This design comes from an exercise in tuning for small area, a short achievable clock period and few clock cycles on the open sky130 flow, not from production work.
Function was checked by simulation only, so behaviour that the tests miss may differ from the original.
Power is estimated from default activity; no workload was simulated.

`flow/flow/run.sh`:
```
#!/bin/bash
# Layout flow: the standard layout (standard.sh) with its synthesis unchanged, and
#  - port buffers of the plain buffer family (buf_4) instead of the default delay buffer;
#  - timing repair during placement and clock-tree synthesis aimed at a setup slack of 6 ns
#    (the standard settings stop at 5 ns), and at 5 ns after global routing, where a
#    tighter target only adds buffers.
# Each step's full output goes to a log file here (ORFS also keeps per-step logs in orfs/logs).
set -euo pipefail
ports="BUFFER_PORTS_ARGS=-buffer_cell sky130_fd_sc_hd__buf_4"
bash standard.sh synth > flow_synth.log 2>&1
bash standard.sh "$ports" SETUP_SLACK_MARGIN=6 cts > flow_place_cts.log 2>&1
bash standard.sh "$ports" SETUP_SLACK_MARGIN=5 finish > flow_route_finish.log 2>&1
```
`flow/config.mk`:
```
export PLATFORM = sky130hd
export DESIGN_NAME = bie_rows
export DESIGN_NICKNAME = bie_rows
export VERILOG_FILES = /design/flow/design.v
export SDC_FILE = /design/flow/constraint.sdc
export NUM_CORES = 8
export LEC_CHECK = 0
export CAP_MARGIN = 40
export CORE_MARGIN = 2
export CORE_UTILIZATION = 40
export CTS_CLUSTER_DIAMETER = 80
export CTS_CLUSTER_SIZE = 24
export SLEW_MARGIN = 40
```
`flow/standard.sh`:
```
#!/bin/bash
# synth_recipe.tcl (not shown) runs the flow's synth.tcl, then flattens the netlist and writes it again
# the make line also repeats each setting of config.mk as NAME=value (left out here)
make -C /OpenROAD-flow-scripts/flow DESIGN_CONFIG=/design/flow/config.mk WORK_HOME=/design/flow/orfs CLKGATE_MAP_FILE= SYNTH_SCRIPT=/design/flow/synth_recipe.tcl "${@:-finish}"
```
`flow/design.v`:
```
module bie_rows (
    input  wire        clk,
    input  wire        rst_n,        
    input  wire        bus_valid,
    input  wire        bus_write,
    input  wire [1:0]  bus_size,     
    input  wire [15:0] bus_addr,
    input  wire [31:0] bus_wdata,
    output reg         bus_rvalid,
    output reg  [31:0] bus_rdata,
    output reg         bus_err,
    output wire        irq
);
    localparam K  = 8;             
    localparam WW = 32 + K - 1;    
    localparam E_ILLEGAL  = 3'd1;
    localparam E_BADROW   = 3'd2;
    localparam E_BADLEN   = 3'd3;
    localparam E_BITRANGE = 3'd4;
    localparam E_BUFRANGE = 3'd5;
    function [31:0] brev32(input [31:0] x);
        integer j, b;
        begin
            for (j = 0; j < 4; j = j + 1)
                for (b = 0; b < 8; b = b + 1)
                    brev32[8*j + b] = x[8*j + 7 - b];
        end
    endfunction
    function [2:0] first8(input [7:0] v);
        integer n;
        begin
            first8 = 3'd0;
            for (n = 7; n >= 0; n = n - 1)
                if (v[n]) first8 = n[2:0];
        end
    endfunction
    function [127:0] therm128(input [7:0] v);
        integer p;
        begin
            for (p = 0; p < 128; p = p + 1)
                therm128[p] = (p < v);
        end
    endfunction
    reg        ctrl_ie;
    reg        st_done, st_err, st_sent, st_werr;
    reg [2:0]  st_code;
    reg [31:0] cmd_r;
    reg [31:0] arg0, arg1, arg2, arg3, arg4;
    reg        res0_ones;            
    reg [7:0]  res0_v;
    reg [3:0]  res1_v;
    reg [3:0]  num_rows;
    reg [63:0] lenv;                 
    reg [127:0] syncv;               
    reg [1023:0] rmem;               
    reg [255:0]  bmem;               
    reg        busy;
    wire acc_ok  = bus_valid && (bus_size == 2'd2) && (bus_addr[1:0] == 2'b00);
    wire lo_page = (bus_addr[15:7] == 9'h000);
    wire [4:0] wi = bus_addr[6:2];
    wire is_reg  = lo_page && ((wi <= 5'd6) || (wi >= 5'd8 && wi <= 5'd12) || (wi >= 5'd16 && wi <= 5'd18));
    wire is_len  = (bus_addr[15:5] == 11'h008);
    wire is_sync = (bus_addr[15:5] == 11'h010);
    wire is_buf  = (bus_addr[15:5] == 11'h080);
    wire is_row  = (bus_addr[15:7] == 9'h100);
    wire mapped  = is_reg || is_len || is_sync || is_buf || is_row;
    wire acc_good = acc_ok && mapped;
    wire wr       = acc_ok && bus_write;           
    wire rd       = acc_ok && !bus_write;          
    wire wr_ctrl   = wr && lo_page && (wi == 5'd4);
    wire wr_status = wr && lo_page && (wi == 5'd5);
    wire wr_cmd    = wr && lo_page && (wi == 5'd6);
    wire wr_arg    = wr && lo_page && (wi >= 5'd8) && (wi <= 5'd12);
    wire wr_nrows  = wr && lo_page && (wi == 5'd18);
    wire wr_len    = wr && is_len;
    wire wr_sync   = wr && is_sync;
    wire wr_buf    = wr && is_buf;
    wire wr_row    = wr && is_row;
    wire soft_rst  = wr_ctrl && bus_wdata[0];
    wire dropped   = busy && (wr_cmd || wr_arg || wr_nrows || wr_len || wr_sync || wr_buf || wr_row);
    wire big_wd    = |bus_wdata[31:8];
    wire refused   = !busy && ((wr_nrows && (big_wd || bus_wdata[7:0] > 8'd8)) ||
                               (wr_len && (big_wd || bus_wdata[7:0] > 8'd128)));
    wire issue     = !busy && wr_cmd;
    wire [2:0] w_op = bus_wdata[2:0];
    reg        e_first;              
    reg        e_imm;                
    reg [2:0]  e_icode;              
    reg        e_iwres, e_iones, e_isent, e_ir1;
    reg [7:0]  e_ir0;
    reg [2:0]  e_ra;                 
    reg        e_rav;                
    reg [2:0]  e_jc;                 
    reg        e_jcv;
    reg [2:0]  e_jr;                 
    reg        e_jrv;
    reg [2:0]  e_i;                  
    reg        e_load;               
    reg [7:0]  e_lo, e_hi;           
    reg [7:0]  e_U;                  
    reg [3:0]  e_cnt;
    reg [7:0]  e_p;                  
    reg [7:0]  e_rem;                
    reg        e_slow;               
    reg [1:0]  e_c, e_nclast;        
    reg [1:0]  e_nxc;                
    reg [7:0]  e_cl;                 
    reg [7:0]  e_fx;                 
    reg [4:0]  e_fpa;                
    reg [4:0]  e_eb;                 
    reg [3:0]  e_nf;                 
    reg [4:0]  e_nb;                 
    reg        s_v, s_end, s_last;   
    reg [4*K-1:0] s_part;            
    reg [K-1:0] s_rok;               
    reg        s_mis;                
    reg [7:0]  s_p;
    reg        eq_r;                 
    reg        u_v, u_ok, u_last;    
    reg [7:0]  u_byte;
    reg [3:0]  e_uf;                 
    reg [3:0]  e_npc;                
    reg        e_hchk;               
    reg [127:0] rq;                  
    reg [127:0] rref;                
    reg [31:0] pat;                  
    wire [2:0] opc = cmd_r[2:0];
    wire [7:0]  len_a0    = lenv[8*arg0[2:0] +: 8];    
    wire        row_bad   = (|arg0[31:4]) || (arg0[3:0] >= num_rows);
    wire        a1_big    = |arg1[31:8];
    wire        a3_big    = |arg3[31:8];
    wire        s_gt_len  = a1_big || (arg1[7:0] > len_a0);
    wire [8:0]  sn_sum    = {1'b0, arg1[7:0]} + {1'b0, arg3[7:0]};
    wire        sn_gt_len = a1_big || a3_big || (sn_sum > {1'b0, len_a0});
    wire [8:0]  c8_sum    = arg3[8:0] + 9'd7;
    wire [5:0]  c8_a3     = c8_sum[8:3];                                
    wire [9:0]  c8_tot    = {1'b0, arg3[8:0]} + {1'b0, arg2[5:0], 3'b000};
    wire        bufr_c8   = (|arg2[31:6]) || (|arg3[31:9]) || (c8_tot > 10'd256);
    wire [3:0]  nframes   = arg3[7:0] / 8'd10;                            
    wire [9:0]  ua_tot    = {2'b0, arg3[7:0]} + {1'b0, arg2[5:0], 3'b000} + {3'b0, arg2[5:0], 1'b0};
    wire        bufr_uart = (|arg2[31:6]) || (ua_tot >= 10'd330);
    wire        nb_lt10   = (arg3[7:0] < 8'd10);
    wire        l_big     = a1_big || (arg1[7:0] > 8'd128);
    wire        k_big     = |arg0[31:4];
    reg  [7:0]  q_eq, q_ge, q_rep;
    integer qi;
    always @(*) begin
        for (qi = 0; qi < 8; qi = qi + 1) begin
            q_eq[qi]  = (qi < num_rows) && !l_big && (lenv[8*qi +: 8] == arg1[7:0]);
            q_ge[qi]  = (qi < num_rows) && !l_big && (lenv[8*qi +: 8] >= arg1[7:0]);
            q_rep[qi] = (qi < num_rows) && (lenv[8*qi +: 8] == len_a0);    
        end
    end
    wire [2:0]  q_eq_i0   = first8(q_eq);
    wire [2:0]  q_ge_i0   = first8(q_ge);
    function [3:0] popc8(input [7:0] v);
        integer n;
        begin
            popc8 = 4'd0;
            for (n = 0; n < 8; n = n + 1)
                popc8 = popc8 + {3'd0, v[n]};
        end
    endfunction
    wire [7:0]  rsel_eng = busy ? (8'd1 << e_ra) : (8'd1 << arg0[2:0]);
    wire [7:0]  rsel_bus = 8'd1 << bus_addr[6:4];
    wire [3:0]  wsel_bus = 4'd1 << bus_addr[3:2];
    wire        use_bus  = !busy && !bus_write;
    reg  [31:0] wsel;
    integer ri, wj;
    always @(*) begin
        for (ri = 0; ri < 8; ri = ri + 1)
            for (wj = 0; wj < 4; wj = wj + 1)
                wsel[4*ri + wj] = use_bus ? (rsel_bus[ri] && wsel_bus[wj]) : rsel_eng[ri];
    end
    reg [127:0] port_a;
    always @(*) begin
        port_a = 128'd0;
        for (ri = 0; ri < 8; ri = ri + 1)
            for (wj = 0; wj < 4; wj = wj + 1)
                port_a[32*wj +: 32] = port_a[32*wj +: 32] | (rmem[128*ri + 32*wj +: 32] & {32{wsel[4*ri + wj]}});
    end
    wire [4:0] pfa    = busy ? e_fpa : arg2[4:0];
    wire [2:0] bw_sel = (busy || bus_write) ? pfa[4:2] : bus_addr[4:2];
    wire [2:0] bw1    = pfa[4:2] + 3'd1;
    reg [31:0] bword0, bword1;
    integer bi;
    always @(*) begin
        bword0 = 32'd0;
        bword1 = 32'd0;
        for (bi = 0; bi < 8; bi = bi + 1) begin
            bword0 = bword0 | (bmem[32*bi +: 32] & {32{bw_sel == bi[2:0]}});
            if (bi > 0)
                bword1 = bword1 | (bmem[32*bi +: 32] & {32{bw1 == bi[2:0]}});
        end
    end
    wire [63:0] bpair = {bword1, bword0};
    wire [31:0] pat_n = bpair[8*arg2[1:0] +: 32];
    wire [7:0] fsel = e_fx;
    wire [101:0] f1;
    wire [69:0]  f2;
    wire [53:0]  f3;
    wire [45:0]  f4;
    wire [41:0]  f5;
    wire [39:0]  f6;
    wire [38:0]  f7;
    genvar gi;
    generate
        for (gi = 0; gi < 102; gi = gi + 1) begin : g_f1
            if (gi + 64 < 128) begin : g_in
                assign f1[gi] = fsel[6] ? rq[gi + 64] : rq[gi];
            end else begin : g_out
                assign f1[gi] = fsel[6] ? 1'b0 : rq[gi];
            end
        end
        for (gi = 0; gi < 70; gi = gi + 1) begin : g_f2
            assign f2[gi] = fsel[5] ? f1[gi + 32] : f1[gi];
        end
        for (gi = 0; gi < 54; gi = gi + 1) begin : g_f3
            assign f3[gi] = fsel[4] ? f2[gi + 16] : f2[gi];
        end
        for (gi = 0; gi < 46; gi = gi + 1) begin : g_f4
            assign f4[gi] = fsel[3] ? f3[gi + 8] : f3[gi];
        end
        for (gi = 0; gi < 42; gi = gi + 1) begin : g_f5
            assign f5[gi] = fsel[2] ? f4[gi + 4] : f4[gi];
        end
        for (gi = 0; gi < 40; gi = gi + 1) begin : g_f6
            assign f6[gi] = fsel[1] ? f5[gi + 2] : f5[gi];
        end
        for (gi = 0; gi < 39; gi = gi + 1) begin : g_f7
            assign f7[gi] = fsel[0] ? f6[gi + 1] : f6[gi];
        end
    endgenerate
    wire [WW-1:0] win = fsel[7] ? {WW{1'b0}} : f7;
    wire [127:0] cmask    = therm128(e_hi) & ~therm128(e_lo);
    wire         row_eq   = ~|((rref ^ rq) & cmask);
    wire [127:0] inv_data = rq ^ cmask;
    reg [31:0] pmask;
    integer pi;
    always @(*) begin
        for (pi = 0; pi < 32; pi = pi + 1)
            pmask[pi] = (e_cl > pi);
    end
    reg [4*K-1:0] wpart;
    reg [K-1:0]   wrok;
    reg [31:0]    wdiff;
    integer ki, kg;
    always @(*) begin
        for (ki = 0; ki < K; ki = ki + 1) begin
            wdiff = (win[ki +: 32] ^ pat) & pmask;
            for (kg = 0; kg < 4; kg = kg + 1)
                wpart[4*ki + kg] = |wdiff[8*kg +: 8];
            wrok[ki] = (e_rem >= ki);
        end
    end
    reg [K-1:0] s_hit;
    always @(*) begin
        for (ki = 0; ki < K; ki = ki + 1)
            s_hit[ki] = ~|s_part[4*ki +: 4] && (e_slow ? (ki == 0 && !s_mis) : s_rok[ki]);
    end
    reg [7:0] kf;                    
    always @(*) begin
        kf = 8'd0;
        for (ki = K - 1; ki >= 0; ki = ki - 1)
            if (s_hit[ki]) kf = ki[7:0];
    end
    reg        fin, f_err, f_wres, f_ones, f_sent;
    reg [2:0]  f_code;
    reg [7:0]  f_r0;
    reg [3:0]  f_r1;
    reg        row_we;               
    reg        buf_we;               
    reg [7:0]  buf_wd;               
    reg  [7:0] above_ra;
    always @(*) begin
        for (qi = 0; qi < 8; qi = qi + 1)
            above_ra[qi] = (qi > e_ra);
    end
    wire [7:0] fr_nxt   = e_U & above_ra;              
    wire [7:0] oh_jr    = 8'd1 << e_jr;
    wire [7:0] oh_ra    = 8'd1 << e_ra;
    wire [3:0] cnt1     = e_cnt + {3'd0, eq_r};
    wire       cnt1_ge  = !k_big && (cnt1 >= arg0[3:0]);
    wire [7:0] fr_U1    = eq_r ? (e_U & ~oh_jr) : e_U;
    wire       fr_last  = e_jrv && !e_jcv && !e_rav;
    wire [7:0] fr_rest  = e_U & ~oh_ra;                
    wire       fr_hope  = !k_big && (e_npc >= arg0[3:0]);                            
    wire       fr_hope1 = !k_big && ({1'b0, e_npc} + 5'd1 >= {1'b0, arg0[3:0]});    
    wire [2:0] e_jr1    = e_jr + 3'd1;
    wire       cr_qn    = (e_jr != 3'd7) && e_U[e_jr1];
    wire [2:0] e_ra1    = e_ra + 3'd1;
    wire       cr_fq    = (e_ra != 3'd7) && e_U[e_ra1];
    wire       ua_ok    = !win[0] && win[9];
    always @(*) begin
        fin = 1'b0; f_err = 1'b0; f_code = 3'd0; f_wres = 1'b0; f_ones = 1'b0; f_sent = 1'b0;
        f_r0 = 8'd0; f_r1 = 4'd0;
        row_we = 1'b0; buf_we = 1'b0; buf_wd = 8'd0;
        if (busy) begin
            if (e_first && e_imm) begin
                fin = 1'b1; f_err = (e_icode != 3'd0); f_code = e_icode; f_wres = e_iwres;
                f_ones = e_iones; f_sent = e_isent; f_r0 = e_ir0; f_r1 = {3'd0, e_ir1};
            end else begin
                case (opc)
                    3'd1: begin                                          
                        f_wres = 1'b1;
                        if (s_v && s_end) begin
                            if (|s_hit) begin
                                fin = 1'b1; f_r0 = s_p + kf;
                            end else if (s_last) begin
                                fin = 1'b1; f_r0 = len_a0; f_sent = 1'b1;
                            end
                        end
                    end
                    3'd2: begin                                          
                        f_r0 = {3'd0, e_nb};
                        f_wres = 1'b1;
                        if (u_v) begin
                            buf_we = 1'b1;
                            buf_wd = u_byte;
                            fin = u_last;
                        end
                    end
                    3'd3, 3'd4: begin                                    
                        f_wres = 1'b1;
                        if (e_hchk) begin
                            if (!fr_hope1) begin
                                fin = 1'b1; f_ones = 1'b1; f_sent = 1'b1;
                            end
                        end else if (e_load) begin
                            if (!e_first && !fr_hope) begin
                                fin = 1'b1; f_ones = 1'b1; f_sent = 1'b1;
                            end else if (fr_rest == 8'd0) begin
                                fin = 1'b1;
                                if (k_le1) begin
                                    f_r0 = {5'd0, e_ra}; f_r1 = 4'd1;
                                end else begin
                                    f_ones = 1'b1; f_sent = 1'b1;
                                end
                            end
                        end else if (fr_last) begin
                            if (cnt1_ge) begin
                                fin = 1'b1; f_r0 = {5'd0, e_i}; f_r1 = cnt1;
                            end else if (fr_U1 == 8'd0) begin
                                fin = 1'b1; f_ones = 1'b1; f_sent = 1'b1;
                            end
                        end
                    end
                    3'd5: begin                                          
                        f_wres = 1'b1;
                        row_we = e_jcv;
                        fin = e_jcv && ({1'b0, e_jc} == num_rows - 4'd1);
                    end
                    3'd6: begin                                          
                        f_wres = 1'b1;
                        f_r0 = {4'd0, cnt1};
                        fin = e_jrv && (!eq_r || !cr_qn);
                    end
                    default: begin                                       
                        f_wres = 1'b1;
                        if (u_v) begin
                            if (u_ok) begin
                                buf_we = 1'b1;
                                buf_wd = u_byte;
                                if (u_last) begin
                                    fin = 1'b1; f_r0 = {4'd0, e_nf}; f_r1 = e_nf;
                                end
                            end else begin
                                fin = 1'b1; f_ones = 1'b1; f_r1 = e_cnt; f_sent = 1'b1;
                            end
                        end
                    end
                endcase
            end
        end
    end
    wire fin_vis  = fin && !ctrl_ie;
    wire vis_busy = busy && !fin_vis;
    wire vis_done = fin_vis ? 1'b1 : (st_done && !busy);
    wire vis_err  = fin_vis ? f_err : (st_err && !busy);
    wire vis_sent = fin_vis ? (f_sent && !f_err) : (st_sent && !busy);
    wire [2:0] vis_code = fin_vis ? f_code : (busy ? 3'd0 : st_code);
    reg  irq_r;
    assign irq = irq_r;
    wire nx_ie = wr_ctrl ? bus_wdata[1] : ctrl_ie;
    reg  nx_done;
    always @(*) begin
        nx_done = st_done;
        if (wr_status && bus_wdata[1]) nx_done = 1'b0;
        if (issue)                     nx_done = 1'b0;
        if (busy && fin)               nx_done = 1'b1;
    end
    always @(posedge clk)
        irq_r <= (!rst_n || soft_rst) ? 1'b0 : (nx_done && nx_ie);
    wire [31:0] status_word = {16'h0, 5'd0, vis_code, 2'b00, vis_done & ctrl_ie, st_werr, vis_sent,
                               vis_err, vis_done, vis_busy};
    reg [31:0] rdata_mux;
    wire [31:0] row_word = port_a[31:0] | port_a[63:32] | port_a[95:64] | port_a[127:96];
    always @(*) begin
        rdata_mux = 32'h0;
        if (lo_page) begin
            case (wi)
                5'd0:  rdata_mux = 32'h42490100;
                5'd1:  rdata_mux = 32'd8;
                5'd2:  rdata_mux = 32'd16;
                5'd3:  rdata_mux = 32'd32;
                5'd4:  rdata_mux = {30'h0, ctrl_ie, 1'b0};
                5'd5:  rdata_mux = status_word;
                5'd6:  rdata_mux = cmd_r;
                5'd8:  rdata_mux = arg0;
                5'd9:  rdata_mux = arg1;
                5'd10: rdata_mux = arg2;
                5'd11: rdata_mux = arg3;
                5'd12: rdata_mux = arg4;
                5'd16: rdata_mux = res0_ones ? 32'hFFFFFFFF : {24'h0, res0_v};
                5'd17: rdata_mux = {28'h0, res1_v};
                5'd18: rdata_mux = {28'h0, num_rows};
                default: rdata_mux = 32'h0;
            endcase
        end
        if (is_len)  rdata_mux = {24'h0, lenv[8*bus_addr[4:2] +: 8]};
        if (is_sync) rdata_mux = {16'h0, syncv[16*bus_addr[4:2] +: 16]};
        if (is_buf)  rdata_mux = brev32(bword0);
        if (is_row)  rdata_mux = brev32(row_word);
    end
    always @(posedge clk) begin
        if (!rst_n) begin
            bus_rvalid <= 1'b0;
            bus_rdata  <= 32'h0;
            bus_err    <= 1'b0;
        end else begin
            bus_rvalid <= bus_valid;
            bus_err    <= bus_valid && !acc_good;
            bus_rdata  <= rd ? rdata_mux : 32'h0;
        end
    end
    wire [127:0] row_wd = busy ? inv_data : {4{brev32(bus_wdata)}};
    wire         bwe_eng = busy && u_v && u_ok;        
    wire [31:0]  buf_bd = brev32(bus_wdata);
    genvar gr, gw, gb;
    generate
        for (gr = 0; gr < 8; gr = gr + 1) begin : g_row
            for (gw = 0; gw < 4; gw = gw + 1) begin : g_word
                wire we = (!busy && wr_row && bus_addr[6:4] == gr && bus_addr[3:2] == gw) ||
                          (row_we && e_jc == gr);
                always @(posedge clk)
                    if (we) rmem[128*gr + 32*gw +: 32] <= row_wd[32*gw +: 32];
            end
        end
        for (gb = 0; gb < 32; gb = gb + 1) begin : g_buf
            wire we = (!busy && wr_buf && bus_addr[4:2] == gb / 4) || (bwe_eng && e_eb == gb);
            wire [7:0] d = busy ? buf_wd : buf_bd[8*(gb % 4) +: 8];
            always @(posedge clk)
                if (we) bmem[8*gb +: 8] <= d;
        end
    endgenerate
    wire       w_legal  = (bus_wdata[31:3] == 29'd0);
    wire [8:0] s_lastp  = {1'b0, len_a0} - {1'b0, arg3[7:0]};          
    wire       s_slow   = (arg3[7:0] > 8'd32) || a3_big;
    wire [7:0] s_nc1    = arg3[7:0] - 8'd1;
    wire [1:0] s_nclast = s_nc1[6:5];
    wire [7:0] q_sel    = w_op[2] ? q_ge : q_eq;
    wire [2:0] q_i0     = w_op[2] ? q_ge_i0 : q_eq_i0;
    wire [7:0] q_U0     = q_sel & ~(8'd1 << q_i0);
    wire       k_le1    = !k_big && (arg0[3:0] <= 4'd1);
    wire       q_pf_ok  = (q_i0 == arg0[2:0]);                            
    wire [2:0] a0_1     = arg0[2:0] + 3'd1;
    wire       a0_1q    = (arg0[2:0] != 3'd7) && q_rep[a0_1];
    reg        i_imm, i_wres, i_ones, i_sent, i_r1;
    reg [2:0]  i_code;
    reg [7:0]  i_r0;
    always @(*) begin
        i_imm = 1'b1; i_wres = 1'b0; i_ones = 1'b0; i_sent = 1'b0; i_r1 = 1'b0;
        i_code = 3'd0; i_r0 = 8'd0;
        if (!w_legal)
            i_code = E_ILLEGAL;
        else begin
            case (w_op)
                3'd0: ;
                3'd1: begin
                    if (row_bad)             i_code = E_BADROW;
                    else if (arg3 == 32'd0)  i_code = E_BADLEN;
                    else if (s_gt_len)       i_code = E_BITRANGE;
                    else if (bufr_c8)        i_code = E_BUFRANGE;
                    else if (sn_gt_len) begin
                        i_wres = 1'b1; i_r0 = len_a0; i_sent = 1'b1;
                    end else
                        i_imm = 1'b0;
                end
                3'd2: begin
                    if (row_bad)             i_code = E_BADROW;
                    else if (sn_gt_len)      i_code = E_BITRANGE;
                    else if (bufr_c8)        i_code = E_BUFRANGE;
                    else if (arg3 == 32'd0)  i_wres = 1'b1;
                    else                     i_imm = 1'b0;
                end
                3'd3, 3'd4: begin
                    i_wres = 1'b1;
                    if (q_sel == 8'd0 || (q_U0 == 8'd0 && !k_le1)) begin
                        i_ones = 1'b1; i_sent = 1'b1;
                    end else if (q_U0 == 8'd0) begin
                        i_r0 = {5'd0, q_i0}; i_r1 = 1'b1;
                    end else
                        i_imm = 1'b0;
                end
                3'd5: begin
                    i_wres = 1'b1;
                    if (num_rows != 4'd0) i_imm = 1'b0;
                end
                3'd6: begin
                    if (row_bad)             i_code = E_BADROW;
                    else if (s_gt_len)       i_code = E_BITRANGE;
                    else if (!a0_1q) begin
                        i_wres = 1'b1; i_r0 = 8'd1;
                    end else
                        i_imm = 1'b0;
                end
                default: begin
                    if (row_bad)             i_code = E_BADROW;
                    else if (sn_gt_len)      i_code = E_BITRANGE;
                    else if (bufr_uart)      i_code = E_BUFRANGE;
                    else if (nb_lt10)        i_wres = 1'b1;
                    else                     i_imm = 1'b0;
                end
            endcase
        end
    end
    integer x;
    always @(posedge clk) begin
        rq   <= port_a;
        pat  <= pat_n;
        eq_r <= row_eq;
        if (!busy || e_load)
            rref <= port_a;
        if (!rst_n || soft_rst) begin
            busy       <= 1'b0;
            ctrl_ie    <= 1'b0;
            st_done    <= 1'b0;
            st_err     <= 1'b0;
            st_sent    <= 1'b0;
            st_code    <= 3'd0;
            st_werr    <= 1'b0;
            cmd_r      <= 32'h0;
            arg0       <= 32'h0;
            arg1       <= 32'h0;
            arg2       <= 32'h0;
            arg3       <= 32'h0;
            arg4       <= 32'h0;
            res0_ones  <= 1'b0;
            res0_v     <= 8'd0;
            res1_v     <= 4'd0;
            num_rows   <= 4'd0;
            lenv       <= 64'd0;
            syncv      <= 128'd0;
            e_first <= 1'b0; e_imm <= 1'b0; e_icode <= 3'd0; e_iwres <= 1'b0; e_iones <= 1'b0;
            e_isent <= 1'b0; e_ir1 <= 1'b0; e_ir0 <= 8'd0;
            e_ra <= 3'd0; e_rav <= 1'b0; e_jc <= 3'd0; e_jcv <= 1'b0; e_jr <= 3'd0; e_jrv <= 1'b0;
            e_i <= 3'd0; e_load <= 1'b0;
            e_lo <= 8'd0; e_hi <= 8'd0; e_U <= 8'd0; e_cnt <= 4'd0; e_p <= 8'd0; e_rem <= 8'd0;
            e_slow <= 1'b0; e_c <= 2'd0; e_nclast <= 2'd0; e_nxc <= 2'd0;
            e_cl <= 8'd0; e_fx <= 8'd0; e_fpa <= 5'd0; e_eb <= 5'd0; e_nf <= 4'd0; e_nb <= 5'd0;
            s_v <= 1'b0; s_end <= 1'b0; s_last <= 1'b0; s_part <= {4*K{1'b0}}; s_rok <= {K{1'b0}};
            s_mis <= 1'b0; s_p <= 8'd0;
            u_v <= 1'b0; u_ok <= 1'b0; u_last <= 1'b0; u_byte <= 8'd0; e_uf <= 4'd0; e_npc <= 4'd0; e_hchk <= 1'b0;
        end else begin
            if (wr_ctrl)
                ctrl_ie <= bus_wdata[1];
            if (wr_status) begin
                if (bus_wdata[1]) st_done <= 1'b0;
                if (bus_wdata[2]) begin
                    st_err  <= 1'b0;
                    st_code <= 3'd0;
                end
                if (bus_wdata[4]) st_werr <= 1'b0;
            end
            if (dropped || refused)
                st_werr <= 1'b1;
            if (!busy) begin
                if (wr_arg) begin
                    case (wi)
                        5'd8:  arg0 <= bus_wdata;
                        5'd9:  arg1 <= bus_wdata;
                        5'd10: arg2 <= bus_wdata;
                        5'd11: arg3 <= bus_wdata;
                        default: arg4 <= bus_wdata;
                    endcase
                end
                if (wr_nrows && !big_wd && bus_wdata[7:0] <= 8'd8)
                    num_rows <= bus_wdata[3:0];
                for (x = 0; x < 8; x = x + 1) begin
                    if (wr_len && bus_addr[4:2] == x && !big_wd && bus_wdata[7:0] <= 8'd128)
                        lenv[8*x +: 8] <= bus_wdata[7:0];
                    if (wr_sync && bus_addr[4:2] == x)
                        syncv[16*x +: 16] <= bus_wdata[15:0];
                end
            end
            if (issue) begin
                cmd_r    <= bus_wdata;
                st_done  <= 1'b0;
                st_err   <= 1'b0;
                st_code  <= 3'd0;
                st_sent  <= 1'b0;
                busy     <= 1'b1;
            end
            if (!busy) begin
                e_first  <= 1'b1;
                e_imm    <= i_imm;
                e_icode  <= i_code;
                e_iwres  <= i_wres;
                e_iones  <= i_ones;
                e_isent  <= i_sent;
                e_ir0    <= i_r0;
                e_ir1    <= i_r1;
                e_cnt    <= 4'd1;
                e_lo     <= 8'd0;
                e_hi     <= len_a0;
                e_ra     <= arg0[2:0];
                e_rav    <= 1'b0;
                e_jc     <= 3'd0;
                e_jcv    <= 1'b0;
                e_jrv    <= 1'b0;
                e_load   <= 1'b0;
                e_hchk   <= 1'b0;
                e_U      <= 8'd0;
                e_c      <= 2'd0;
                e_p      <= arg1[7:0];
                e_rem    <= s_lastp[7:0] - arg1[7:0];
                e_cl     <= arg3[7:0];
                e_slow   <= s_slow;
                e_nclast <= s_nclast;
                e_nxc    <= 2'd1;
                e_fpa    <= s_slow ? arg2[4:0] + 5'd4 : arg2[4:0];
                e_eb     <= arg2[4:0];
                e_nf     <= nframes;
                e_nb     <= c8_a3[4:0];
                e_fx     <= arg1[7:0];
                s_v      <= 1'b0;
                s_mis    <= 1'b0;
                u_v      <= 1'b0;
                e_uf     <= 4'd0;
                case (w_op)
                    3'd3, 3'd4: begin
                        e_hi  <= arg1[7:0];
                        e_i   <= q_i0;
                        if (q_pf_ok) begin
                            e_ra  <= first8(q_U0);
                            e_rav <= 1'b1;
                            e_U   <= q_U0;
                        end else begin
                            e_ra   <= q_i0;
                            e_U    <= q_sel;
                            e_load <= 1'b1;
                        end
                    end
                    3'd5: begin
                        if (arg0[2:0] == 3'd0) begin
                            e_jcv <= 1'b1;
                            e_ra  <= 3'd1;
                            e_hi  <= lenv[7:0];
                        end else
                            e_ra  <= 3'd0;
                    end
                    3'd6: begin
                        e_lo  <= arg1[7:0];
                        e_ra  <= a0_1;
                        e_rav <= 1'b1;
                        e_U   <= q_rep;
                    end
                    3'd7: begin
                        e_cnt <= 4'd0;
                    end
                    default: ;
                endcase
            end
            if (busy) begin
                e_first <= 1'b0;
                e_hchk  <= e_first && (opc == 3'd3 || opc == 3'd4);
                if (fin) begin
                    busy    <= 1'b0;
                    st_done <= 1'b1;
                    st_err  <= f_err;
                    st_code <= f_code;
                    st_sent <= f_sent && !f_err;
                    if (f_wres && !f_err) begin
                        res0_ones <= f_ones;
                        res0_v    <= f_ones ? 8'hFF : f_r0;
                        res1_v    <= f_r1;
                    end
                end
                case (opc)
                    3'd1: begin
                        s_v    <= 1'b1;
                        s_p    <= e_p;
                        s_part <= wpart;
                        s_rok  <= wrok;
                        if (s_v)
                            s_mis <= s_end ? 1'b0 : (s_mis || (|s_part[3:0]));
                        if (!e_slow) begin
                            s_end  <= 1'b1;
                            s_last <= (e_rem < K);
                            e_p    <= e_p + K;
                            e_rem  <= e_rem - K;
                            e_fx   <= e_fx + K;
                        end else begin
                            s_end  <= (e_c == e_nclast);
                            s_last <= (e_rem == 8'd0);
                            if (e_c == e_nclast) begin
                                e_c   <= 2'd0;
                                e_cl  <= arg3[7:0];
                                e_p   <= e_p + 8'd1;
                                e_rem <= e_rem - 8'd1;
                                e_fx  <= e_p + 8'd1;
                            end else begin
                                e_c   <= e_c + 2'd1;
                                e_cl  <= e_cl - 8'd32;
                                e_fx  <= e_fx + 8'd32;
                            end
                            if (e_nxc == e_nclast) begin
                                e_nxc <= 2'd0;
                                e_fpa <= arg2[4:0];
                            end else begin
                                e_nxc <= e_nxc + 2'd1;
                                e_fpa <= e_fpa + 5'd4;
                            end
                        end
                    end
                    3'd2: begin
                        u_v    <= 1'b1;
                        u_ok   <= 1'b1;
                        u_byte <= win[7:0] & pmask[7:0];
                        u_last <= (e_cl <= 8'd8);
                        e_cl   <= e_cl - 8'd8;
                        e_fx   <= e_fx + 8'd8;
                        if (u_v)
                            e_eb <= e_eb + 5'd1;
                    end
                    3'd3, 3'd4: begin
                        if (e_load) begin
                            e_load <= 1'b0;
                            e_i    <= e_ra;
                            e_U    <= fr_rest;
                            e_npc  <= e_first ? popc8(fr_rest) : e_npc - 4'd1;
                            e_cnt  <= 4'd1;
                            e_ra   <= first8(fr_rest);
                            e_rav  <= 1'b1;
                            e_jcv  <= 1'b0;
                            e_jrv  <= 1'b0;
                        end else begin
                            e_jc  <= e_ra;
                            e_jcv <= e_rav;
                            if (e_rav) begin
                                e_ra  <= first8(fr_nxt);
                                e_rav <= |fr_nxt;
                            end
                            e_jr  <= e_jc;
                            e_jrv <= e_jcv;
                            if (e_first)
                                e_npc <= popc8(e_U);
                            if (e_jrv) begin
                                e_cnt <= cnt1;
                                e_U   <= fr_U1;
                                e_npc <= e_npc - {3'd0, eq_r};
                            end
                            if (fr_last) begin
                                e_ra   <= first8(fr_U1);
                                e_load <= 1'b1;
                            end
                        end
                    end
                    3'd5: begin
                        e_jc  <= e_ra;
                        e_jcv <= 1'b1;
                        e_ra  <= e_ra + 3'd1;
                        e_hi <= lenv[8*e_ra +: 8];
                    end
                    3'd6: begin
                        e_jc  <= e_ra;
                        e_jcv <= e_rav;
                        e_ra  <= e_ra1;
                        e_rav <= e_rav && cr_fq;
                        e_jr  <= e_jc;
                        e_jrv <= e_jcv;
                        if (e_jrv)
                            e_cnt <= cnt1;
                    end
                    3'd7: begin
                        u_v    <= 1'b1;
                        u_ok   <= ua_ok;
                        u_byte <= {win[1], win[2], win[3], win[4], win[5], win[6], win[7], win[8]};
                        u_last <= (e_uf + 4'd1 == e_nf);
                        e_uf   <= e_uf + 4'd1;
                        e_fx   <= e_fx + 8'd10;
                        if (u_v && u_ok) begin
                            e_eb  <= e_eb + 5'd1;
                            e_cnt <= e_cnt + 4'd1;
                        end
                    end
                    default: ;
                endcase
            end
        end
    end
endmodule
```
`flow/constraint.sdc`:
```
create_clock -name core_clock -period 10.0 [get_ports {clk}]
set_input_delay 2.0000 -clock core_clock [delete_from_list [all_inputs] [get_ports {clk}]]
set_output_delay 2.0000 -clock core_clock [all_outputs]
set_load 0.01 [all_outputs]
```
==> results of run 1 <==
sequential cells by signal (all words and copies together) (netlist names), 64 cells and up:
register and cells:
lenv 64, rref 128, rq 128, syncv 128
bmem 256, rmem 1024
power groups by stage:
stage               Sequential (µW)  Clock (µW)  Combinational (µW)
floorplan                     10000           0                 839
global placement              10200           0                1410
detailed placement            10200           0                1440
CTS                            9960        6380                1560
global route                   9980        6680                1650
finish                         9980        6360                1630
cell families (layout without fill, tap and decap cells):
logic type | Yosys count | after routing | share of synthesized area
adders and majority gates | 223 | 223 | 0.0275
and+or+nand+nor | 2952 | 2956 | 0.120
AOI/OAI and AO/OA | 2901 | 2902 | 0.180
other | 0 | 27 | 0
xor gates and xnor gates | 627 | 627 | 0.0513
buffers and inverters | 873 | 998 | 0.0320
muxes | 354 | 354 | 0.0487
DFF | 2203 | 2203 | 0.541
critical path, delay by kind of cell:
family                 cells  cell delay, ps
AND/OR/NAND/NOR            4            1590
buffers and inverters      1             110
AO/OA/AOI/OAI              4            1530
through the flow:
stage	utilization	power (µW)
3_3_place_gp	0.426	11600
6_report	0.461	18000
2_1_floorplan	-	10900
5_1_grt	0.461	18300
3_5_place_dp	0.428	11600
4_1_cts	0.460	17900
routing by layer:
layer,up-vias,global-route usage
met5,-,0
met4,46,0.233
met3,1326,0.109
met2,6854,0.528
met1,46384,0.497
li1,38079,-
cells in the mapped netlist (all sizes together), types with 18 or more instances:
cell,number,share of area
inv,164,0.0057
fa,23,0.0043
o22ai,160,0.011
nor4,72,0.0042
a222oi,145,0.013
xor2,228,0.019
xnor2,399,0.033
and3,78,0.0045
and2,41,0.0024
mux2i,173,0.016
a22oi,215,0.015
nand4,78,0.0045
nor2b,45,0.0026
o21a,18,0.0013
nor2,620,0.022
o2bb2ai,21,0.0018
a221oi,226,0.019
a31oi,61,0.0037
buf,179,0.0077
ha,197,0.023
clkbuf,525,0.018
mux2,51,0.0053
a21o,58,0.0040
or3,23,0.0013
or2,25,0.0015
a211oi,83,0.0058
a311oi,22,0.0018
nor3,141,0.0066
dfxtp,795,0.15
mux4,130,0.027
nand2b,67,0.0039
o21ai,441,0.021
nand3,236,0.011
a21oi,987,0.046
o211ai,59,0.0041
nand2,1468,0.051
edfxtp,1408,0.39
a22o,148,0.012
o31ai,19,0.0013
o221ai,77,0.0063
timing repair:
item | CTS | global route
buffers inserted | 149 | 0
setup endpoints to repair | 2223 | 0
resized for setup | 520 | 0
worst max-delay path by stage:
stage / start / end / slack (ps)
floorplan: bus_addr[7] / rmem[1000] / 5350
global placement: bus_addr[2] / bus_rdata[8] / 3380
detailed placement: bus_addr[2] / bus_rdata[13] / 3560
CTS: cmd_r[0] / bmem[117] / 5750
global route: bus_addr[7] / bus_rdata[0] / 5610
finish: bus_addr[7] / bus_rdata[0] / 5550
final cells by class:
class / count / area share
Antenna cell: 27 / 0.000548
Sequential cell: 2203 / 0.472
Clock buffer: 182 / 0.0298
Tap cell: 3552 / 0.0360
Multi-Input combinational cell: 7062 / 0.400
Timing Repair Buffer: 576 / 0.0477
Clock inverter: 71 / 0.00775
Inverter: 169 / 0.00552
==> summary.txt, run 1 <==
Critical Path Max Stage Delay=760 ps; CP max-delay cell=o22ai_1; H-tree depth=4; Setup CP Type=primary input to flip-flop; Tcrit/Tclk final=0.445; power share of the combinational group=0.091; Worst Hold Class=flip-flop to flip-flop; Cell variety after synth=101; # rows=190; Reg power frac=0.555; Syn Area/Cell=10.6 µm²; DIE AREA=0.273 mm²; CTS Hold Buffers Added=0; Setup WS post-layout=5550 ps; Least-Margin Pin Slew=975 ps; initial antenna violation count=51; CTS tree=yes; Sequential Area=0.0583 mm²; post-detailed-route via-to-cell ratio=6.70; skew final=102 ps; die span in x=523 µm; total length of routed met3 wires=68200 µm; CP endpoint kind=flip-flop; Slew HR=0.345; Filler cells=24710; remaining global-route overflow=0; Max Used Layer=met5; max-cap violations=0; EDFF count, synth=1408; DRC errors left=0; most common cell after layout, fill and taps aside=nand2_1; RSZ-0062 raised after global routing=no; CP required=10790 ps; max-slew violation count=0; Layout Cells excl Fill=13842; starting density of the core=0.402; pre-CTS worst setup slack=3560 ps; status=finished clean; Die H=523 µm; Worst path most repeated cell=a21oi_1; Core Footprint=0.268 mm²; Num CTS Buffers=137; area grow syn2layout=14.6%; most frequent cells in the layout=nand2_1 (1430), edfxtp_1 (1408), a21oi_1 (901), dfxtp_1 (751), nor2_1 (540); internal power=13100 µW; Initial DRT Pass Iterations=9; largest net degree at the start of global routing=84; switching power share of the total=0.270; crit-path cells=buf_4, or4_4, nor2_2, nand4_1, o22ai_1, nor3_1, a21oi_1, a21oi_1, a211oi_1; Achievable Freq=225 MHz; Psw=4860 µW; Static Leak=0.0404 µW; VDD IR max=182 µV; Main synth FF type=edfxtp_1; I/O Buffers=88; Yosys reg bits=2203; worst-path maximum fanout=8; synthesized area=0.108 mm²; met2 routed WL=216000 µm; Finished Cell Area=0.123 mm²; routed len/inst=37.8 µm; final hold vios=0; Min-Delay Endpoint=e_ir1; nets@finish=10423; clk sinks=2203; worst reg2reg path startpoint=busy; Placed Area=0.114 mm²; share of cells above drive strength 1=0.157; first-pass GRT wire length=713000 µm; Worst setup SP type=primary input; Clock Tree Root=clkbuf_16; Fin Setup TNS=0 ps; min-delay src=e_ir1; Detailed Place HPWL=370000 µm; DRT Wirelength=524000 µm; cells after synthesis=10133; Total GRT Usage=0.372; r2r worst-path depth=13; Worst Path Arrival=5240 ps; clock latency (worst-skew pair)=880 ps; Final min period=4450 ps; io pins=89; Hold Slack=448 ps; sequential fraction of the synthesis area=0.541; syn_nets=10407; hold path depth=2; vias in the first global route=85148; placed insts=13396; Multi-input gate area=0.0494 mm²; Warnings, synthesis=1; PwrDens=146 mW/mm²; share of flip-flops with an asynchronous set or reset=0; worst reg-to-reg setup slack=5660 ps; final setup fails=0; R2R Path End=bus_rdata[13]; Clk pwr share=0.354; RePlAce Congestion=1.08; Post-DRT Antenna Nets=0; routed vias=92689; clk buf depth=3; DRT iter0 DRCs=15677; WL met1=200000 µm; Clock transition at path regs=90 ps
Testbench counts, summed over its fixed seeds: cycles 7,048.
==> run 2: changes to the inputs <==
--- a/flow/design.v
+++ b/flow/design.v
@@ -88,5 +88,4 @@
     reg [2:0]  e_icode;              
     reg        e_iwres, e_iones, e_isent, e_ir1;
-    reg [7:0]  e_ir0;
     reg [2:0]  e_ra;                 
     reg        e_rav;                
@@ -109,6 +108,4 @@
     reg [4:0]  e_fpa;                
     reg [4:0]  e_eb;                 
-    reg [3:0]  e_nf;                 
-    reg [4:0]  e_nb;                 
     reg        s_v, s_end, s_last;   
     reg [4*K-1:0] s_part;            
@@ -299,5 +296,6 @@
             if (e_first && e_imm) begin
                 fin = 1'b1; f_err = (e_icode != 3'd0); f_code = e_icode; f_wres = e_iwres;
-                f_ones = e_iones; f_sent = e_isent; f_r0 = e_ir0; f_r1 = {3'd0, e_ir1};
+                f_ones = e_iones; f_sent = e_isent; f_r0 = (opc == 3'd1) ? len_a0 : (opc == 3'd3 || opc == 3'd4) ? {5'd0, e_i} :
+                       (opc == 3'd6) ? 8'd1 : 8'd0; f_r1 = {3'd0, e_ir1};
             end else begin
                 case (opc)
@@ -313,5 +311,5 @@
                     end
                     3'd2: begin                                          
-                        f_r0 = {3'd0, e_nb};
+                        f_r0 = {2'd0, c8_a3};
                         f_wres = 1'b1;
                         if (u_v) begin
@@ -349,5 +347,5 @@
                         f_wres = 1'b1;
                         row_we = e_jcv;
-                        fin = e_jcv && ({1'b0, e_jc} == num_rows - 4'd1);
+                        fin = e_jcv && (e_cnt == 4'd0);
                     end
                     3'd6: begin                                          
@@ -363,5 +361,5 @@
                                 buf_wd = u_byte;
                                 if (u_last) begin
-                                    fin = 1'b1; f_r0 = {4'd0, e_nf}; f_r1 = e_nf;
+                                    fin = 1'b1; f_r0 = {4'd0, nframes}; f_r1 = nframes;
                                 end
                             end else begin
@@ -468,8 +466,7 @@
     reg        i_imm, i_wres, i_ones, i_sent, i_r1;
     reg [2:0]  i_code;
-    reg [7:0]  i_r0;
     always @(*) begin
         i_imm = 1'b1; i_wres = 1'b0; i_ones = 1'b0; i_sent = 1'b0; i_r1 = 1'b0;
-        i_code = 3'd0; i_r0 = 8'd0;
+        i_code = 3'd0;
         if (!w_legal)
             i_code = E_ILLEGAL;
@@ -483,5 +480,5 @@
                     else if (bufr_c8)        i_code = E_BUFRANGE;
                     else if (sn_gt_len) begin
-                        i_wres = 1'b1; i_r0 = len_a0; i_sent = 1'b1;
+                        i_wres = 1'b1; i_sent = 1'b1;
                     end else
                         i_imm = 1'b0;
@@ -499,5 +496,5 @@
                         i_ones = 1'b1; i_sent = 1'b1;
                     end else if (q_U0 == 8'd0) begin
-                        i_r0 = {5'd0, q_i0}; i_r1 = 1'b1;
+                        i_r1 = 1'b1;
                     end else
                         i_imm = 1'b0;
@@ -511,5 +508,5 @@
                     else if (s_gt_len)       i_code = E_BITRANGE;
                     else if (!a0_1q) begin
-                        i_wres = 1'b1; i_r0 = 8'd1;
+                        i_wres = 1'b1;
                     end else
                         i_imm = 1'b0;
@@ -553,10 +550,10 @@
             syncv      <= 128'd0;
             e_first <= 1'b0; e_imm <= 1'b0; e_icode <= 3'd0; e_iwres <= 1'b0; e_iones <= 1'b0;
-            e_isent <= 1'b0; e_ir1 <= 1'b0; e_ir0 <= 8'd0;
+            e_isent <= 1'b0; e_ir1 <= 1'b0;
             e_ra <= 3'd0; e_rav <= 1'b0; e_jc <= 3'd0; e_jcv <= 1'b0; e_jr <= 3'd0; e_jrv <= 1'b0;
             e_i <= 3'd0; e_load <= 1'b0;
             e_lo <= 8'd0; e_hi <= 8'd0; e_U <= 8'd0; e_cnt <= 4'd0; e_p <= 8'd0; e_rem <= 8'd0;
             e_slow <= 1'b0; e_c <= 2'd0; e_nclast <= 2'd0; e_nxc <= 2'd0;
-            e_cl <= 8'd0; e_fx <= 8'd0; e_fpa <= 5'd0; e_eb <= 5'd0; e_nf <= 4'd0; e_nb <= 5'd0;
+            e_cl <= 8'd0; e_fx <= 8'd0; e_fpa <= 5'd0; e_eb <= 5'd0;
             s_v <= 1'b0; s_end <= 1'b0; s_last <= 1'b0; s_part <= {4*K{1'b0}}; s_rok <= {K{1'b0}};
             s_mis <= 1'b0; s_p <= 8'd0;
@@ -609,5 +606,4 @@
                 e_iones  <= i_ones;
                 e_isent  <= i_sent;
-                e_ir0    <= i_r0;
                 e_ir1    <= i_r1;
                 e_cnt    <= 4'd1;
@@ -631,6 +627,4 @@
                 e_fpa    <= s_slow ? arg2[4:0] + 5'd4 : arg2[4:0];
                 e_eb     <= arg2[4:0];
-                e_nf     <= nframes;
-                e_nb     <= c8_a3[4:0];
                 e_fx     <= arg1[7:0];
                 s_v      <= 1'b0;
@@ -653,10 +647,14 @@
                     end
                     3'd5: begin
-                        if (arg0[2:0] == 3'd0) begin
+                        if ({1'b0, arg0[2:0]} < num_rows) begin
+                            e_jc  <= arg0[2:0];
                             e_jcv <= 1'b1;
-                            e_ra  <= 3'd1;
-                            e_hi  <= lenv[7:0];
-                        end else
+                            e_ra  <= ({1'b0, a0_1} == num_rows) ? 3'd0 : a0_1;
+                            e_hi  <= len_a0;
+                            e_cnt <= num_rows - 4'd1;
+                        end else begin
                             e_ra  <= 3'd0;
+                            e_cnt <= num_rows;
+                        end
                     end
                     3'd6: begin
@@ -770,6 +768,7 @@
                         e_jc  <= e_ra;
                         e_jcv <= 1'b1;
-                        e_ra  <= e_ra + 3'd1;
-                        e_hi <= lenv[8*e_ra +: 8];
+                        e_ra  <= ({1'b0, e_ra1} == num_rows) ? 3'd0 : e_ra1;
+                        e_hi  <= lenv[8*e_ra +: 8];
+                        e_cnt <= e_cnt - 4'd1;
                     end
                     3'd6: begin
@@ -787,5 +786,5 @@
                         u_ok   <= ua_ok;
                         u_byte <= {win[1], win[2], win[3], win[4], win[5], win[6], win[7], win[8]};
-                        u_last <= (e_uf + 4'd1 == e_nf);
+                        u_last <= (e_uf + 4'd1 == nframes);
                         e_uf   <= e_uf + 4'd1;
                         e_fx   <= e_fx + 8'd10;
==> flow/flow/run.sh (replaced) <==
#!/bin/bash
# Layout flow: the standard layout (standard.sh) with its synthesis unchanged, and
#  - port buffers of the plain buffer family (buf_4) instead of the default delay buffer;
#  - timing repair during placement and clock-tree synthesis aimed at a setup slack of 6 ns
#    (the standard settings stop at 5 ns), and at 5.75 ns after global routing, where a
#    tighter target only adds buffers.
# Each step's full output goes to a log file here (ORFS also keeps per-step logs in orfs/logs).
set -euo pipefail
ports="BUFFER_PORTS_ARGS=-buffer_cell sky130_fd_sc_hd__buf_4"
bash standard.sh synth > flow_synth.log 2>&1
bash standard.sh "$ports" SETUP_SLACK_MARGIN=6 cts > flow_place_cts.log 2>&1
bash standard.sh "$ports" SETUP_SLACK_MARGIN=5.75 finish > flow_route_finish.log 2>&1
==> summary.txt, run 2 <==
status=finished clean; Worst Path Arrival=5000 ps; power share of the combinational group=0.094; Slew HR=0.326; PwrDens=144 mW/mm²; I/O Buffers=88; RSZ-0062 raised after global routing=yes; sequential fraction of the synthesis area=0.536; Critical Path Max Stage Delay=620 ps; mux contribution to synthesized area=0.0493; largest family of logic cells by synthesized area=compound AO/OA/AOI/OAI gates; routed vias=93965; max-slew violation count=0; Max Used Layer=met5; Yosys reg bits=2186; Achievable Freq=231 MHz; Static Leak=0.0416 µW; syn_nets=10462; worst reg-to-reg setup slack=5670 ps; H-tree depth=4; top-area cell type share of the netlist area=0.392; CP endpoint kind=flip-flop; r2r worst-path depth=10; Placed Area=0.115 mm²; Core Footprint=0.268 mm²; starting density of the core=0.402; Worst path most repeated cell=nand4_1; post-layout util=0.465; Total GRT Usage=0.374; CTS tree=yes; remaining global-route overflow=0; cell taking the most area after synthesis=edfxtp_1; Reg power frac=0.552; final hold vios=0; worst-path maximum fanout=15; most frequent cells in the layout=edfxtp_1 (1408), nand2_1 (1262), a21oi_1 (934), dfxtp_1 (741), nor2_1 (583); share of cells above drive strength 1=0.165; largest net degree at the start of global routing=123; crit-path cells=buf_4, nor2_1, nor2b_1, o221ai_2, o22ai_1, a2111oi_2, nand4_1, nor3_2, nand4_1, nor3_4; final setup fails=0; VDD IR max=182 µV; share of flip-flops with an asynchronous set or reset=0; DRT Wirelength=526000 µm; CP max-delay cell=nor3_4; internal power=13100 µW; RePlAce Congestion=1.10; # rows=190; cell with the most instances after synthesis=edfxtp_1; Final Power=18000 µW; min-delay src=syncv[84]; first-pass GRT wire length=716000 µm; Syn Area/Cell=10.6 µm²; CTS Hold Buffers Added=0; initial antenna violation count=53; max reg flops=1024; Least-Margin Pin Slew=1010 ps; hold path depth=2; total length of routed met3 wires=71800 µm; top cells by count, synth=edfxtp_1 (1408), nand2_1 (1309), a21oi_1 (1017); vias in the first global route=86068; DRT iter0 DRCs=15902; EDFF count, synth=1408; synthesized area=0.108 mm²; Tcrit/Tclk final=0.433; Initial DRT Pass Iterations=8; clk sinks=2186; worst reg2reg path startpoint=e_hi[1]; Largest regs=rmem x1024, bmem x256; Filler cells=24565; xor and xnor area share after synthesis=0.0524; simple-gate share of the synthesized area=0.117; area grow syn2layout=15.7%; cells after synthesis=10184; Warnings, synthesis=1; Min-Delay Endpoint=syncv[84]; most common cell after layout, fill and taps aside=edfxtp_1; Psw=4890 µW; post-detailed-route via-to-cell ratio=6.73; register with the most flip-flops=rmem; CP required=10670 ps; Die H=523 µm; skew final=75.5 ps; Detailed Place HPWL=370000 µm; Hold Slack=457 ps; switching power share of the total=0.272; Synth Area in Adders=0.0276; Final min period=4330 ps; Setup CP Type=flip-flop to flip-flop; clk buf depth=3; WL met1=200000 µm; nets@finish=10554; Worst setup SP type=flip-flop; Worst Hold Class=flip-flop to flip-flop; Clock Tree Root=clkbuf_16; Num CTS Buffers=135; Post-DRT Antenna Nets=0; max-cap violations=0; die span in x=523 µm; Finished Cell Area=0.125 mm²; Synth area leaders=edfxtp_1 (39%), dfxtp_1 (14%), a21oi_1 (4.7%); Main synth FF type=edfxtp_1; io pins=89; Cell variety after synth=106; met2 routed WL=213000 µm; clock latency (worst-skew pair)=880 ps; Clk pwr share=0.354; DIE AREA=0.274 mm²; Synth Area in Compound Gates=0.185; DRC errors left=0; Fin Setup TNS=0 ps; routed len/inst=37.6 µm; R2R Path End=eq_r; Clock transition at path regs=90 ps
-- run 2: cell count changes after synthesis, moves of 30 or more --
cell,previous run,this run
a21oi_1,987,1017
a221oi_1,224,193
nor3_1,140,177
a22oi_1,215,385
clkbuf_1,521,558
nand2_1,1468,1309
a222oi_1,145,55
-- run 2: power by group through the flow --
stage	sequential [µW]	clock (µW)	combinational (µW)
finish	9910	6350	1690
global route	9910	6670	1710
CTS	9890	6380	1600
detailed placement	10100	0	1440
global placement	10100	0	1420
floorplan	9950	0	839
-- run 2: worst max-delay path: cells and delay by family (launching register included) --
family | cells | cell delay, ps
buffers and inverters | 1 | 310
AO/OA/AOI/OAI | 3 | 1330
AND/OR/NAND/NOR | 6 | 2070
flip-flops | 1 | 390
-- run 2: what timing repair did --
item                                    in CTS  in global routing
endpoints found under the setup margin    2225                215
gates resized for setup                    540                 26
gates cloned                                21                  0
pin swaps                                  119                 10
buffers inserted                           213                  6
-- run 2: worst max-delay path by stage --
stage	from	end	slack, ps	depth (start not counted)
finish	e_hi[1]	eq_r	5670	10
global route	e_fx[5]	s_part[4]	5710	12
CTS	e_fx[5]	s_part[4]	5820	12
detailed placement	bus_write	syncv[17]	3880	8
global placement	bus_addr[4]	bus_rdata[19]	3130	11
floorplan	bus_addr[8]	rmem[928]	5170	7
-- run 2: final cells by class --
| type | count | area [µm²] | share of cell area |
|---|---|---|---|
| Multi-Input combinational cell | 7106 | 50300 | 0.403 |
| Antenna cell | 31 | 77.6 | 0.000622 |
| Clock inverter | 64 | 910 | 0.00729 |
| Tap cell | 3552 | 4440 | 0.0356 |
| Inverter | 186 | 772 | 0.00619 |
| Clock buffer | 185 | 3720 | 0.0298 |
| Timing Repair Buffer | 661 | 6650 | 0.0533 |
| Sequential cell | 2186 | 57900 | 0.464 |
-- run 2: cell families after synthesis --
| group | Yosys count |
|---|---|
| compound gates | 3023 |
| xor+xnor | 646 |
| fa+ha+maj | 224 |
| buf+inv | 892 |
| flops | 2186 |
| mux | 351 |
| simple gates | 2862 |
-- run 2: per-stage QoR --
stage | cells | setup WS [ps]
after global placement | 13426 | 3130
after CTS | 13934 | 5820
after global routing | 13948 | 5710
final | 13971 | 5670
after detailed placement | 13451 | 3880
after floorplan | 10184 | 5170
-- run 2: routing by layer --
metal	GRT usage	up-vias
li1	-	38407
met1	0.497	46995
met2	0.519	7144
met3	0.123	1383
met4	0.240	36
met5	0	-
Testbench counts of run 2, summed over its fixed seeds: cycles 7,038.

==> what the ideal ports hide <==
Ports are ideal in the flow. The routed layouts listed here were re-timed in OpenROAD.
Step 1 assumes that a clkbuf_16 drives the clock port and a buf_2 every other input.
Step 2, shift: input delay + t, output delay - t, t = (earliest + latest rising clock arrival at the registers) / 2. This alone moves slack from input paths to output paths.
a / b / c = ideal ports / drivers / drivers and shift; a / b = the first two.
| run | t (ns) | slack for setup (ns) | hold slack, ns | latest minus earliest clock arrival (ns) |
|---|---|---|---|---|
| run 1 | 0.931 | 5.550 / 5.540 / 4.609 | 0.448 / 0.448 / 0.448 | 0.105 / 0.105 |
| run 2 | 0.949 | 5.669 / 5.656 / 4.707 | 0.457 / 0.457 / 0.457 | 0.084 / 0.084 |
After both steps every run listed still meets setup and hold. For run 2, which loses most, drivers alone change the setup slack by -0.013 ns; drivers and shift together by -0.962 ns.
